This design comes from an exercise in tuning for small area, a short achievable clock period and few clock cycles on the open sky130 flow, not from production work. Function was checked by simulation only, so behaviour that the tests miss may differ from the original. No activity file was given, so power comes from the tool's default toggle rates.

==> flow/design.v <==
module i2f_norm (
    input  wire [31:0] m,
    output wire [31:0] mn,      
    output wire [4:0]  msb,     
    output wire        nz       
);
    wire        z16 = (m[31:16] == 16'd0);
    wire [31:0] m1  = z16 ? {m[15:0], 16'd0} : m;
    wire        z8  = (m1[31:24] == 8'd0);
    wire [31:0] m2  = z8 ? {m1[23:0], 8'd0} : m1;
    wire        z4  = (m2[31:28] == 4'd0);
    wire [31:0] m3  = z4 ? {m2[27:0], 4'd0} : m2;
    wire        z2  = (m3[31:30] == 2'd0);
    wire [31:0] m4  = z2 ? {m3[29:0], 2'd0} : m3;
    wire        z1  = ~m4[31];
    assign mn  = z1 ? {m4[30:0], 1'b0} : m4;
    assign msb = ~{z16, z8, z4, z2, z1};
    assign nz  = m4[31] | m4[30];
endmodule
module rd_mux (
    input  wire [5:0]  widx,
    input  wire        tel_ok, l16_ok, err, ckv,
    input  wire [15:0] sts, errarg, m1_rpm, m2_rpm, io1, io2,
    input  wire [7:0]  acc, m1_stat, m2_stat,
    input  wire        cfg,
    input  wire [31:0] rpm_l, rpm_r, m1_pos, m2_pos, r1l, r1h, r2l, r2h,
    output reg  [31:0] q
);
    always @(*) begin
        case (widx)
            6'h01:   q = {16'd0, sts};
            6'h02:   q = err ? {16'd0, errarg} : 32'd0;
            6'h03:   q = {31'd0, cfg};
            6'h04:   q = rpm_l;
            6'h05:   q = rpm_r;
            6'h07:   q = ckv ? {24'd0, acc} : 32'd0;
            6'h08:   q = tel_ok ? {{16{m1_rpm[15]}}, m1_rpm} : 32'd0;
            6'h09:   q = tel_ok ? {24'd0, m1_stat} : 32'd0;
            6'h0A:   q = tel_ok ? m1_pos : 32'd0;
            6'h0B:   q = tel_ok ? {{16{m2_rpm[15]}}, m2_rpm} : 32'd0;
            6'h0C:   q = tel_ok ? {24'd0, m2_stat} : 32'd0;
            6'h0D:   q = tel_ok ? m2_pos : 32'd0;
            6'h0E:   q = l16_ok ? {{16{io1[15]}}, io1} : 32'd0;
            6'h0F:   q = l16_ok ? {{16{io2[15]}}, io2} : 32'd0;
            6'h10:   q = l16_ok ? {25'd0, io1[6:0]} : 32'd0;
            6'h11:   q = tel_ok ? r1l : 32'd0;
            6'h12:   q = tel_ok ? r1h : 32'd0;
            6'h13:   q = tel_ok ? r2l : 32'd0;
            6'h14:   q = tel_ok ? r2h : 32'd0;
            default: q = 32'd0;    
        endcase
    end
endmodule
module framer (
    input  wire        clk,
    input  wire        rst,         
    input  wire        bus_we,
    input  wire [7:0]  bus_addr,
    input  wire [31:0] bus_wdata,
    output wire [31:0] bus_rdata,
    output reg  [7:0]  tx_data,
    output wire        tx_last,
    output wire        tx_valid,
    input  wire        tx_ready
);
    localparam [5:0] R_CMD = 6'h00, R_STATUS = 6'h01, R_ERRARG = 6'h02,
                     R_CFG = 6'h03, R_RPM_L = 6'h04, R_RPM_R = 6'h05,
                     R_RXD = 6'h06, R_CKRES = 6'h07, R_M1_RPM = 6'h08,
                     R_M1_STAT = 6'h09, R_M1_POS = 6'h0A, R_M2_RPM = 6'h0B,
                     R_M2_STAT = 6'h0C, R_M2_POS = 6'h0D, R_IO1 = 6'h0E,
                     R_IO2 = 6'h0F, R_IO1_FLAGS = 6'h10, R_M1_ROT_LO = 6'h11,
                     R_M1_ROT_HI = 6'h12, R_M2_ROT_LO = 6'h13,
                     R_M2_ROT_HI = 6'h14;
    localparam [3:0] OP_ENC_INIT = 4'h1, OP_STATUS_POLL = 4'h2,
                     OP_RPM_SET = 4'h3, OP_PARSE = 4'h4, OP_CKSUM = 4'h5;
    localparam [3:0] E_RPM_RANGE = 4'd1, E_UNKNOWN_LAYOUT = 4'd2,
                     E_TRUNCATED = 4'd3, E_CHECKSUM = 4'd4, E_ILLEGAL = 4'd5;
    localparam [1:0] PH_IDLE = 2'd0,   
                     PH_TX   = 2'd1,   
                     PH_RX   = 2'd2,   
                     PH_CHK  = 2'd3;   
    reg  [1:0]  phase;
    reg         cfg_vck, vck;
    reg  [31:0] rpm_l, rpm_r;
    reg         done, err, ign, ckv;
    reg  [3:0]  errcode, lastop;
    reg  [1:0]  layout;
    reg  [15:0] errarg;        
    reg  [7:0]  acc;           
    reg  [4:0]  rxcnt;         
    reg  [3:0]  txidx;
    reg  [15:0] m1_rpm, m2_rpm, io1, io2;
    reg  [7:0]  m1_stat, m2_stat;
    reg  [31:0] m1_pos, m2_pos;
    wire [5:0] widx   = bus_addr[7:2];
    wire       wr_cmd = bus_we && (widx == R_CMD);
    wire       wr_sts = bus_we && (widx == R_STATUS);
    wire       wr_cfg = bus_we && (widx == R_CFG);
    wire       wr_rl  = bus_we && (widx == R_RPM_L);
    wire       wr_rr  = bus_we && (widx == R_RPM_R);
    wire       wr_rxd = bus_we && (widx == R_RXD);
    wire [3:0] op       = bus_wdata[3:0];
    wire [7:0] rx_data  = bus_wdata[7:0];
    wire       rx_end   = bus_wdata[8];
    wire       rx_nodat = bus_wdata[9];
    wire       busy  = (phase != PH_IDLE);
    wire       in_rx = (phase == PH_RX);
    wire       bw    = wr_rxd && in_rx && !rx_nodat;    
    wire l_oor = (rpm_l[31:15] != {17{rpm_l[15]}});
    wire r_oor = (rpm_r[31:15] != {17{rpm_r[15]}});
    wire [7:0] d4    = errarg[15:8];
    wire       lay14 = (d4 == 8'd14);
    wire       lay16 = (d4 == 8'd16);
    wire       short = lay14 ? (rxcnt < 5'd20) : (rxcnt < 5'd24);
    wire        e1_idle, e1_fin, e2_idle, e2_fin;
    wire [51:0] e1_frac, e2_frac;
    wire [10:0] e1_exp, e2_exp;
    wire [31:0] nm;
    wire [4:0]  nmsb;
    wire        nnz;
    wire [23:0] pos_lo  = rxcnt[4] ? m2_pos[23:0] : m1_pos[23:0];
    wire [23:0] neg_lo  = 24'd0 - pos_lo;
    wire        lo_zero = (pos_lo == 24'd0);
    wire [31:0] pos_abs = rx_data[7] ? {~rx_data + {7'd0, lo_zero}, neg_lo}
                                     : {rx_data, pos_lo};
    reg  [31:0] mag;
    always @(posedge clk)
        mag <= pos_abs;
    i2f_norm u_norm (.m(mag), .mn(nm), .msb(nmsb), .nz(nnz));
    wire e1_start = bw && rxcnt == 5'd11;
    wire e2_start = bw && rxcnt == 5'd18;
    localparam [1:0] e1_S_IDLE = 2'd0, e1_S_LOAD = 2'd1, e1_S_RUN = 2'd2;
    localparam [16:0] e1_DV1 = 17'd13070;    
    localparam [10:0] e1_DV2 = 11'd200;      
    reg  [1:0]  e1_st;
    reg  [4:0]  e1_cnt;
    reg  [53:0] e1_w;
    reg  [13:0] e1_r;        
    reg  [7:0]  e1_rb;       
    reg  [5:0]  e1_dl;       
    reg         e1_nzr;
    reg         e1_alr;      
    reg         e1_al2;      
    wire e1_run  = (e1_st == e1_S_RUN);
    wire e1_c4   = (e1_cnt == 5'd4);
    wire e1_d1on = (e1_cnt <= 5'd17);
    wire e1_d2on = lay14 && (e1_cnt >= 5'd4);
    assign e1_idle = (e1_st == e1_S_IDLE);
    assign e1_fin  = e1_run && (lay14 ? (e1_cnt == 5'd21) : (e1_cnt == 5'd17));
    assign e1_frac = e1_w[51:0];
    assign e1_exp = e1_nzr ? {~e1_dl[5], {5{e1_dl[5]}}, e1_dl[4:0]} : 11'd0;
    wire [16:0] e1_t1 = {e1_r, e1_w[53:51]};
    reg  [2:0]  e1_q1;
    reg  [16:0] e1_m1;
    integer e1_j;
    always @(*) begin
        e1_q1 = 3'd0;
        for (e1_j = 1; e1_j < 8; e1_j = e1_j + 1)
            if (e1_t1 >= e1_j * e1_DV1) e1_q1 = e1_j[2:0];
        e1_m1 = e1_q1 * e1_DV1;
    end
    wire [16:0] e1_r1 = e1_t1 - e1_m1;
    wire        e1_al2n = (e1_w[10:4] >= 7'd100);
    wire        e1_a2   = e1_c4 ? e1_al2n : e1_al2;
    wire [7:0]  e1_rb0  = e1_c4 ? (e1_nzr ? (e1_al2n ? {2'd0, e1_w[10:5]} : {1'd0, e1_w[10:4]}) : 8'd0) : e1_rb;
    wire [2:0]  e1_din2 = (e1_cnt >= 5'd20) ? 3'b100 :
                       (e1_cnt == 5'd19) ? (e1_a2 ? {e1_w[4:3], 1'b1} : {e1_w[3], 2'b01}) :
                       (e1_a2 ? e1_w[4:2] : e1_w[3:1]);
    wire [10:0] e1_t2 = {e1_rb0, e1_din2};
    reg  [2:0]  e1_q2;
    reg  [10:0] e1_m2;
    always @(*) begin
        e1_q2 = 3'd0;
        for (e1_j = 1; e1_j < 8; e1_j = e1_j + 1)
            if (e1_t2 >= e1_j * e1_DV2) e1_q2 = e1_j[2:0];
        e1_m2 = e1_q2 * e1_DV2;
    end
    wire [10:0] e1_r2 = e1_t2 - e1_m2;
    wire e1_al = (nm[31:19] >= 13'd6535);
    always @(posedge clk) begin
        if (rst)
            e1_st <= e1_S_IDLE;
        else if (e1_start)
            e1_st <= e1_S_LOAD;
        else if (e1_st == e1_S_LOAD)
            e1_st <= e1_S_RUN;
        else if (e1_fin)
            e1_st <= e1_S_IDLE;
    end
    always @(posedge clk) begin
        if (e1_st == e1_S_LOAD) begin
            e1_w   <= e1_al ? {nm[19:0], 21'd0, 13'd6535} : {nm[18:0], 22'd0, 13'd6535};
            e1_r   <= e1_al ? {2'd0, nm[31:20]} : {1'd0, nm[31:19]};
            e1_dl  <= {1'b0, nmsb} - 6'd13;
            e1_alr <= e1_al;
            e1_nzr <= nnz;
            e1_cnt <= 5'd0;
        end else if (e1_run) begin
            e1_cnt <= e1_cnt + 5'd1;
            if (e1_d1on)
                e1_r <= e1_r1[13:0];
            if (e1_d2on)
                e1_rb <= e1_r2[7:0];
            if (e1_cnt == 5'd0)
                e1_dl <= e1_dl - {5'd0, ~e1_alr};
            if (e1_c4 && lay14) begin
                e1_al2 <= e1_al2n;
                e1_dl  <= e1_dl - (e1_al2n ? 6'd6 : 6'd7);
            end
            if (!e1_d2on)
                e1_w <= {e1_w[50:0], e1_q1};
            else if (e1_cnt <= 5'd18)
                e1_w <= {e1_w[50:6], e1_q2, e1_w[2:0], e1_q1};
            else if (e1_cnt == 5'd19)
                e1_w <= {e1_w[50:6], e1_q2, 6'd0};
            else if (e1_cnt == 5'd20)
                e1_w <= {e1_w[53:6], e1_q2, e1_w[2:0]};
            else
                e1_w <= {e1_w[53:3], e1_q2};
        end
    end
    localparam [1:0] e2_S_IDLE = 2'd0, e2_S_LOAD = 2'd1, e2_S_RUN = 2'd2;
    localparam [17:0] e2_DV1 = 18'd13070;    
    localparam [11:0] e2_DV2 = 12'd200;      
    reg  [1:0]  e2_st;
    reg  [3:0]  e2_cnt;
    reg  [51:0] e2_w;
    reg  [13:0] e2_r;        
    reg  [7:0]  e2_rb;       
    reg  [5:0]  e2_dl;       
    reg         e2_nzr;
    reg         e2_alr;      
    reg         e2_al2;      
    wire e2_run  = (e2_st == e2_S_RUN);
    wire e2_c3   = (e2_cnt == 4'd3);
    wire e2_d1on = (e2_cnt <= 4'd12);
    wire e2_d2on = lay14 && (e2_cnt >= 4'd3);
    assign e2_idle = (e2_st == e2_S_IDLE);
    assign e2_fin  = e2_run && (lay14 ? (e2_cnt == 4'd15) : (e2_cnt == 4'd12));
    assign e2_frac = e2_w;
    assign e2_exp = e2_nzr ? {~e2_dl[5], {5{e2_dl[5]}}, e2_dl[4:0]} : 11'd0;
    wire [17:0] e2_t1 = {e2_r, e2_w[51:48]};
    reg  [3:0]  e2_q1;
    reg  [17:0] e2_m1;
    integer e2_j;
    always @(*) begin
        e2_q1 = 4'd0;
        for (e2_j = 1; e2_j < 16; e2_j = e2_j + 1)
            if (e2_t1 >= e2_j * e2_DV1) e2_q1 = e2_j[3:0];
        e2_m1 = e2_q1 * e2_DV1;
    end
    wire [17:0] e2_r1 = e2_t1 - e2_m1;
    wire        e2_al2n = (e2_w[11:6] >= 6'd36);
    wire [8:0]  e2_rb0a = {1'b1, e2_w[11:4]} - 9'd200;
    wire [8:0]  e2_rb0b = {2'b01, e2_w[11:5]} - 9'd200;
    wire        e2_a2   = e2_c3 ? e2_al2n : e2_al2;
    wire [7:0]  e2_rb0  = e2_c3 ? (e2_nzr ? (e2_al2n ? e2_rb0b[7:0] : e2_rb0a[7:0]) : 8'd0) : e2_rb;
    wire [3:0]  e2_din2 = (e2_cnt == 4'd15) ? 4'b0100 :
                       (e2_cnt == 4'd14) ? (e2_a2 ? {e2_w[4], 3'b110} : 4'b0110) :
                       (e2_a2 ? e2_w[4:1] : e2_w[3:0]);
    wire [11:0] e2_t2 = {e2_rb0, e2_din2};
    reg  [3:0]  e2_q2;
    reg  [11:0] e2_m2;
    always @(*) begin
        e2_q2 = 4'd0;
        for (e2_j = 1; e2_j < 16; e2_j = e2_j + 1)
            if (e2_t2 >= e2_j * e2_DV2) e2_q2 = e2_j[3:0];
        e2_m2 = e2_q2 * e2_DV2;
    end
    wire [11:0] e2_r2 = e2_t2 - e2_m2;
    wire        e2_al  = (nm[31:18] >= 14'd13070);
    wire [14:0] e2_ra  = {1'b0, nm[31:18]} - 15'd13070;
    wire [14:0] e2_rna = nm[31:17] - 15'd13070;
    always @(posedge clk) begin
        if (rst)
            e2_st <= e2_S_IDLE;
        else if (e2_start)
            e2_st <= e2_S_LOAD;
        else if (e2_st == e2_S_LOAD)
            e2_st <= e2_S_RUN;
        else if (e2_fin)
            e2_st <= e2_S_IDLE;
    end
    always @(posedge clk) begin
        if (e2_st == e2_S_LOAD) begin
            e2_w   <= e2_al ? {nm[17:0], 21'd0, 13'd6535} : {nm[16:0], 22'd0, 13'd6535};
            e2_r   <= nnz ? (e2_al ? e2_ra[13:0] : e2_rna[13:0]) : 14'd0;
            e2_dl  <= {1'b0, nmsb} - 6'd13;
            e2_alr <= e2_al;
            e2_nzr <= nnz;
            e2_cnt <= 4'd0;
        end else if (e2_run) begin
            e2_cnt <= e2_cnt + 4'd1;
            if (e2_d1on)
                e2_r <= e2_r1[13:0];
            if (e2_d2on)
                e2_rb <= e2_r2[7:0];
            if (e2_cnt == 4'd0)
                e2_dl <= e2_dl - {5'd0, ~e2_alr};
            if (e2_c3 && lay14) begin
                e2_al2 <= e2_al2n;
                e2_dl  <= e2_dl - (e2_al2n ? 6'd6 : 6'd7);
            end
            if (!e2_d2on)
                e2_w <= {e2_w[47:0], e2_q1};
            else if (e2_cnt <= 4'd13)
                e2_w <= {e2_w[47:8], e2_q2, e2_w[3:0], e2_q1};
            else if (e2_cnt == 4'd14)
                e2_w <= {e2_w[51:8], e2_q2, e2_w[3:0]};
            else
                e2_w <= {e2_w[51:4], e2_q2};
        end
    end
    wire rot_ready = (e1_idle || e1_fin) && (e2_idle || e2_fin);
    wire fr_rpm = (lastop[1:0] == 2'b11);
    wire fr_enc = (lastop[1:0] == 2'b01);
    always @(*) begin
        case (txidx)
            4'd0:    tx_data = 8'hB7;
            4'd1:    tx_data = 8'hB8;
            4'd2:    tx_data = 8'h01;
            4'd3:    tx_data = fr_rpm ? 8'hCF : fr_enc ? 8'h0A : 8'h04;
            4'd4:    tx_data = fr_rpm ? 8'h07 : 8'h01;
            4'd5:    tx_data = fr_rpm ? 8'h01 : fr_enc ? 8'h0A : 8'hD8;
            4'd6:    tx_data = fr_rpm ? m1_pos[7:0] : fr_enc ? 8'h7B : 8'hB3;
            4'd7:    tx_data = m1_pos[15:8];
            4'd8:    tx_data = 8'h01;
            4'd9:    tx_data = m1_pos[23:16];
            4'd10:   tx_data = m1_pos[31:24];
            4'd11:   tx_data = 8'h00;
            default: tx_data = acc;
        endcase
    end
    assign tx_valid = (phase == PH_TX);
    assign tx_last  = fr_rpm ? (txidx == 4'd12) : (txidx == 4'd6);
    wire [7:0] acc_in  = (phase == PH_TX) ? tx_data : rx_data;
    wire [7:0] acc_sub = acc - acc_in;
    wire accept  = wr_cmd && !busy;
    wire tx_xfer  = (phase == PH_TX) && tx_ready;
    wire chk_ck   = (phase == PH_CHK) && (lastop == OP_CKSUM);
    reg        chk_err, chk_ret;
    reg [3:0]  chk_code;
    reg [15:0] chk_arg;
    always @(*) begin
        chk_err  = 1'b1;
        chk_ret  = 1'b1;
        chk_code = E_TRUNCATED;
        chk_arg  = {11'd0, rxcnt};
        if (rxcnt < 5'd5) begin
        end else if (!lay14 && !lay16) begin
            chk_code = E_UNKNOWN_LAYOUT;
            chk_arg  = {8'd0, d4};
        end else if (short) begin
        end else if (vck && (acc != 8'd0)) begin
            chk_code = E_CHECKSUM;
            chk_arg  = {errarg[7:0] + acc, errarg[7:0]};
        end else begin
            chk_err  = 1'b0;
            chk_ret  = rot_ready;
        end
    end
    always @(posedge clk) begin
        if (rst) begin
            phase   <= PH_IDLE;
            cfg_vck <= 1'b0;
            rpm_l   <= 32'd0;
            rpm_r   <= 32'd0;
            done    <= 1'b0;
            err     <= 1'b0;
            ign     <= 1'b0;
            ckv     <= 1'b0;
            errcode <= 4'd0;
            lastop  <= 4'd0;
            layout  <= 2'd0;
        end else begin
            if (wr_sts && bus_wdata[3])
                ign <= 1'b0;
            if (wr_cfg)
                cfg_vck <= bus_wdata[0];
            if (wr_rl)
                rpm_l <= bus_wdata;
            if (wr_rr)
                rpm_r <= bus_wdata;
            if ((wr_cmd && busy) || (wr_rxd && !in_rx))
                ign <= 1'b1;
            if (accept) begin
                done    <= 1'b0;
                err     <= 1'b0;
                errcode <= 4'd0;
                ckv     <= 1'b0;
                layout  <= 2'd0;
                lastop  <= op;
                case (op)
                    OP_ENC_INIT, OP_STATUS_POLL:
                        phase <= PH_TX;
                    OP_RPM_SET: begin
                        if (l_oor || r_oor) begin
                            done    <= 1'b1;
                            err     <= 1'b1;
                            errcode <= E_RPM_RANGE;
                        end else begin
                            phase   <= PH_TX;
                        end
                    end
                    OP_PARSE, OP_CKSUM:
                        phase <= PH_RX;
                    default: begin
                        done    <= 1'b1;
                        err     <= 1'b1;
                        errcode <= E_ILLEGAL;
                    end
                endcase
            end
            if (wr_rxd && in_rx && rx_end)
                phase <= PH_CHK;
            if (tx_xfer && tx_last) begin
                done  <= 1'b1;
                phase <= PH_IDLE;
            end
            if (chk_ck) begin
                done  <= 1'b1;
                ckv   <= 1'b1;
                phase <= PH_IDLE;
            end else if (phase == PH_CHK && chk_ret) begin
                done  <= 1'b1;
                phase <= PH_IDLE;
                if (chk_err) begin
                    err     <= 1'b1;
                    errcode <= chk_code;
                end else begin
                    layout  <= lay14 ? 2'd1 : 2'd2;
                end
            end
        end
    end
    always @(posedge clk) begin
        if (accept) begin
            txidx <= 4'd0;
            acc   <= 8'd0;
            rxcnt <= 5'd0;
            vck   <= cfg_vck;
            if (op == OP_RPM_SET)
                m1_pos <= {rpm_r[15:0], rpm_l[15:0]};
            if (op == OP_RPM_SET)
                errarg <= {14'd0, r_oor, l_oor};
            else
                errarg <= {12'd0, op};
        end
        if (bw) begin
            if (rxcnt != 5'd31)
                rxcnt <= rxcnt + 5'd1;
            acc         <= acc_sub;
            errarg[7:0] <= rx_data;
            case (rxcnt)
                5'd4:  errarg[15:8]   <= rx_data;
                5'd5:  m1_rpm[7:0]    <= rx_data;
                5'd6:  m1_rpm[15:8]   <= rx_data;
                5'd7:  m1_stat        <= rx_data;
                5'd8:  m1_pos[7:0]    <= rx_data;
                5'd9:  m1_pos[15:8]   <= rx_data;
                5'd10: m1_pos[23:16]  <= rx_data;
                5'd11: m1_pos[31:24]  <= rx_data;
                5'd12: m2_rpm[7:0]    <= rx_data;
                5'd13: m2_rpm[15:8]   <= rx_data;
                5'd14: m2_stat        <= rx_data;
                5'd15: m2_pos[7:0]    <= rx_data;
                5'd16: m2_pos[15:8]   <= rx_data;
                5'd17: m2_pos[23:16]  <= rx_data;
                5'd18: m2_pos[31:24]  <= rx_data;
                5'd19: io1[7:0]       <= rx_data;
                5'd20: io1[15:8]      <= rx_data;
                5'd21: io2[7:0]       <= rx_data;
                5'd22: io2[15:8]      <= rx_data;
                default: ;
            endcase
        end
        if (tx_xfer) begin
            txidx <= txidx + 4'd1;
            acc   <= acc_sub;
        end
        if (phase == PH_CHK && chk_err)
            errarg <= chk_arg;
    end
    wire tel_ok = (layout != 2'd0);
    wire l16_ok = layout[1];
    rd_mux u_rd (
        .widx(bus_addr[7:2]), .tel_ok(tel_ok), .l16_ok(l16_ok), .err(err),
        .ckv(ckv), .sts({lastop, 2'b00, layout, errcode, ign, err, done, busy}),
        .errarg(errarg), .cfg(cfg_vck), .rpm_l(rpm_l), .rpm_r(rpm_r),
        .acc(acc), .m1_rpm(m1_rpm), .m1_stat(m1_stat), .m1_pos(m1_pos),
        .m2_rpm(m2_rpm), .m2_stat(m2_stat), .m2_pos(m2_pos), .io1(io1),
        .io2(io2), .r1l(e1_frac[31:0]), .r1h({m1_pos[31], e1_exp, e1_frac[51:32]}),
        .r2l(e2_frac[31:0]), .r2h({m2_pos[31], e2_exp, e2_frac[51:32]}),
        .q(bus_rdata)
    );
endmodule
==> flow/run.sh <==
#!/bin/bash
# synth_recipe.tcl (not shown) runs the flow's synth.tcl, then flattens the netlist and writes it again
# the make line also repeats each setting of config.mk as NAME=value (left out here)
make -C /OpenROAD-flow-scripts/flow DESIGN_CONFIG=/design/flow/config.mk WORK_HOME=/design/flow/orfs CLKGATE_MAP_FILE= SYNTH_SCRIPT=/design/flow/synth_recipe.tcl finish
==> flow/config.mk <==
export PLATFORM = sky130hd
export DESIGN_NAME = framer
export DESIGN_NICKNAME = framer
export VERILOG_FILES = /design/flow/design.v
export SDC_FILE = /design/flow/constraint.sdc
export NUM_CORES = 4
export LEC_CHECK = 0
export CAP_MARGIN = 20
export CORE_MARGIN = 2
export CORE_UTILIZATION = 40
export SETUP_SLACK_MARGIN = 4.0
export SLEW_MARGIN = 20
export SYNTH_HIERARCHICAL = 1
==> flow/constraint.sdc <==
create_clock -name core_clock -period 10.0 [get_ports {clk}]
set_input_delay 2.0000 -clock core_clock [delete_from_list [all_inputs] [get_ports {clk}]]
set_output_delay 2.0000 -clock core_clock [all_outputs]
set_load 0.01 [all_outputs]
==> results.txt <==
-- metrics by stage --
step           power [mW]  std cells  hold slack [ns]  setup WS, ns  area (sq um)
2_1_floorplan        2.51       3367            0.430          4.06         30700
3_3_place_gp         2.67       4311            0.457          2.28         32300
3_5_place_dp         2.68       4311            0.466          2.30         32300
4_1_cts              4.80       4535            0.474          3.96         36100
5_1_grt              4.97       4557            0.498          3.72         36500
6_report             4.83       4557            0.474          3.97         36500
-- cells by family (layout without fill, tap and decap cells) --
logic type,after synthesis,after routing
and+or+nand+nor,1165,1166
AOI/OAI and AO/OA,967,967
DFF,472,472
buffers and inverters,336,495
muxes,191,191
adders and majority gates,119,119
xor gates and xnor gates,115,115
other,1,2
-- cells in the final DEF (no fill, tap or decap), drive strengths merged, types with 28 or more instances in the layout --
cell type,count
a22oi,121
edfxtp,301
nor2,250
a21o,31
nor4,37
nor2b,28
nor3,61
inv,111
nand3,120
dfxtp,171
o21ai,186
and3,75
mux2i,175
xnor2,72
xor2,43
ha,107
nand2,406
buf,203
a31oi,40
clkbuf,99
nand2b,28
and2,42
a21oi,252
clkdlybuf4s50,43
-- cell type report --
cell class / count / area share
clock inverters: 19 / 0.00617
well taps: 1030 / 0.0353
clock buffers: 83 / 0.0464
multi-input cells: 2560 / 0.484
inverters: 112 / 0.0118
repair buffers: 281 / 0.0744
flip-flops and latches: 472 / 0.342
-- path summary, 6_finish.rpt --
kind         cells after the start  slack (ns)   startpoint            end
min                              2        0.47     rpm_l[5]       rpm_l[5]
min reg2reg                      2        0.47     rpm_l[5]       rpm_l[5]
max reg2reg                     26        4.00     e2_w[51]       e2_r[13]
max                             10        3.97  bus_addr[3]  bus_rdata[19]
-- Yosys stat by module, one instance, submodules excluded --
module	copies in the design	area (sq um)	flops+latches	cells
i2f_norm	1	1810	0	278
framer	1	25900	472	2670
rd_mux	1	2950	0	418
-- flip-flops by register name, indices dropped and copies added (netlist names), 14 cells and up --
register,cells
m1_pos,32
mag,32
e2_w,52
e1_w,54
e1_r,14
io2,16
e2_r,14
m1_rpm,16
errarg,16
m2_pos,32
io1,16
rpm_r,32
m2_rpm,16
rpm_l,32
-- power breakdown --
group | leakage, nW | switching (mW) | total, mW | internal (mW)
combinational | 8.44 | 0.377 | 0.618 | 0.241
sequential | 4.08 | 0.0285 | 2.10 | 2.08
clock | 0.944 | 0.883 | 2.11 | 1.23
total | 13.5 | 1.29 | 4.83 | 3.54
-- worst max-delay path, cell delays in order --
cell,delay [ns]
buf_4,0.14
buf_12,0.14
or4b_4,0.55
buf_4,0.17
nor2_4,0.11
buf_12,0.16
a22oi_1,0.10
nand2_1,0.14
a211o_1,0.23
clkdlybuf4s15_2,0.26
-- repair_timing --
item | CTS | global route
pin swaps | 63 | 47
buffers inserted | 114 | 19
endpoints found under the setup margin | 99 | 68
cloned | 8 | 3
gates resized for setup | 254 | 80
-- routing by layer --
metal	share of wire	vias up	global-route usage
met4	0.066	0	0.161
met5	0	-	0
li1	-	12800	-
met2	0.44	1690	0.449
met1	0.39	13600	0.381
met3	0.097	381	0.0444
==> flow_metrics.tcl <==
set metrics [dict create \
    fin_nets 3644 \
    hold_path.class "reg -> reg" \
    fp.dieW_um 281 \
    row_count 101 \
    synth.top_cell.area_share 0.295 \
    start_util 0.404 \
    io_pins 86 \
    die_h_um 281 \
    worstMarginPinSlew_ns 1.14 \
    yosysUniqueCellTypes 114 \
    crit_required_ns 8.00 \
    grt_pass1_wl_mm 172 \
    via_per_inst 6.25 \
    antenna_found_initial 1 \
    regArea_sq_mm 0.0125 \
    grt_pass1_vias 26300 \
    cts_sinks 472 \
    synth_most_common_cell "nand2_1" \
    slew_headroom 0.235 \
    remaining_drc_errors 0 \
    grt_start_max_net_pins 71 \
    dp_hpwl_mm 80.2 \
    coreArea_sq_mm 0.0759 \
    finalSetupTns_ns 0 \
    yosys-top-cells-area "edfxtp_1 29%, dfxtp_1 11%, mux2i_1 5.7%" \
    avgRoutedWirePerCell_um 25.7 \
    cts-buffers-inserted 54 \
    drv_slew 0 \
    skew_ns 0.0933 \
    synth_top_area_cell "edfxtp_1" \
    synth_adder_area_share 0.0515 \
    yosys_warnings 8 \
    arrival_ns 4.03 \
    routed_wl_mm 117 \
    syn_inst 3366 \
    leakage_nw 13.5 \
    synth.area.mux_share 0.0632 \
    synth.avg_cell_area_sq_um 9.12 \
    ys_seq_elements 472 \
    clk_latency_ns 0.67 \
    cp-start-kind "input pin" \
    track_usage 0.288 \
    postSynth.asyncResetShare 0 \
    yosysSeqAreaShare 0.406 \
    finalSetupViolations 0 \
    tritoncts "built" \
    synthFlopType "edfxtp_1" \
    synth_compound_area_frac 0.213 \
    vdd_drop_max_v 0.0000986 \
    htreeDepth 2 \
    clockRootBuffer "clkbuf_16" \
    synth-simple-area-share 0.187 \
    synth_xor_area_frac 0.0331 \
    synth_top_family_by_area "compound AO/OA/AOI/OAI gates" \
    cp-end-kind "output port" \
    first_pass_iters 7 \
    area_growth_pct 18.9 \
    worstSetupPathType "in -> out" \
    grt_overflow_total 0 \
    multi_input_area_sq_mm 0.0177 \
    vias 28500 \
    clk_path_buf_depth 3 \
    maxCapViolations 0 \
    layout-drive-gt1-share 0.152 \
    antennaDiodeCount 0 \
    fillCellCount 7132 \
    gp_congestion 0.973 \
    cts_hold_buf 0 \
    fmax_ghz 0.166 \
    fin_util 0.480 \
    synth_common_cells "405 x nand2_1, 301 x edfxtp_1, 250 x a21oi_1" \
    ant_nets 0 \
    worstPathMaxFanout 13 \
    pwr_density_cell_mw_per_mm2 132 \
    port_buffers 83 \
    status "timing/DRC/antenna clean" \
    final-hold-violation-count 0 \
    synth-edff-count 301 \
    drt_iter0_drc 3663 \
    fin_crit_ns 6.03 \
    fin_crit_sh 0.603 \
    die_area_sq_mm 0.0790 \
    syn-cell-area_sq_mm 0.0307 \
    path_clk_slew_ns 0.07 \
    rsz0062_at_grt "yes" \
]
Testbench counts, summed over its fixed seeds: cycles 18,305.

## afterwards: timing with drivers on the ports
How much do the figures lean on ideal ports? The routed layout below was timed once more, with nothing changed but the port constraints.
Step 1 assumes that a clkbuf_16 drives the clock port and a buf_2 every other input.
Step 2 adds t to the input delays and takes it off the output delays; t is the mean of the earliest and latest rising clock arrival at the registers after step 1. Input paths then give back, and output paths get back, about the clock's delay inside the block.
Slacks: ideal / step 1 / step 2; pairs: ideal / step 1.
t, ns: 0.683
setup WS [ns]: 3.967 / 3.935 / 3.935
worst register clock-pin slew, ns: 0.07 / 0.07
worst slew at a driven data input, ns: 0.05
cell pins on the clock port's net: 1
After both steps this run still meets setup and hold. For this run, drivers alone change the setup slack by -0.032 ns; drivers and shift together by -0.032 ns.
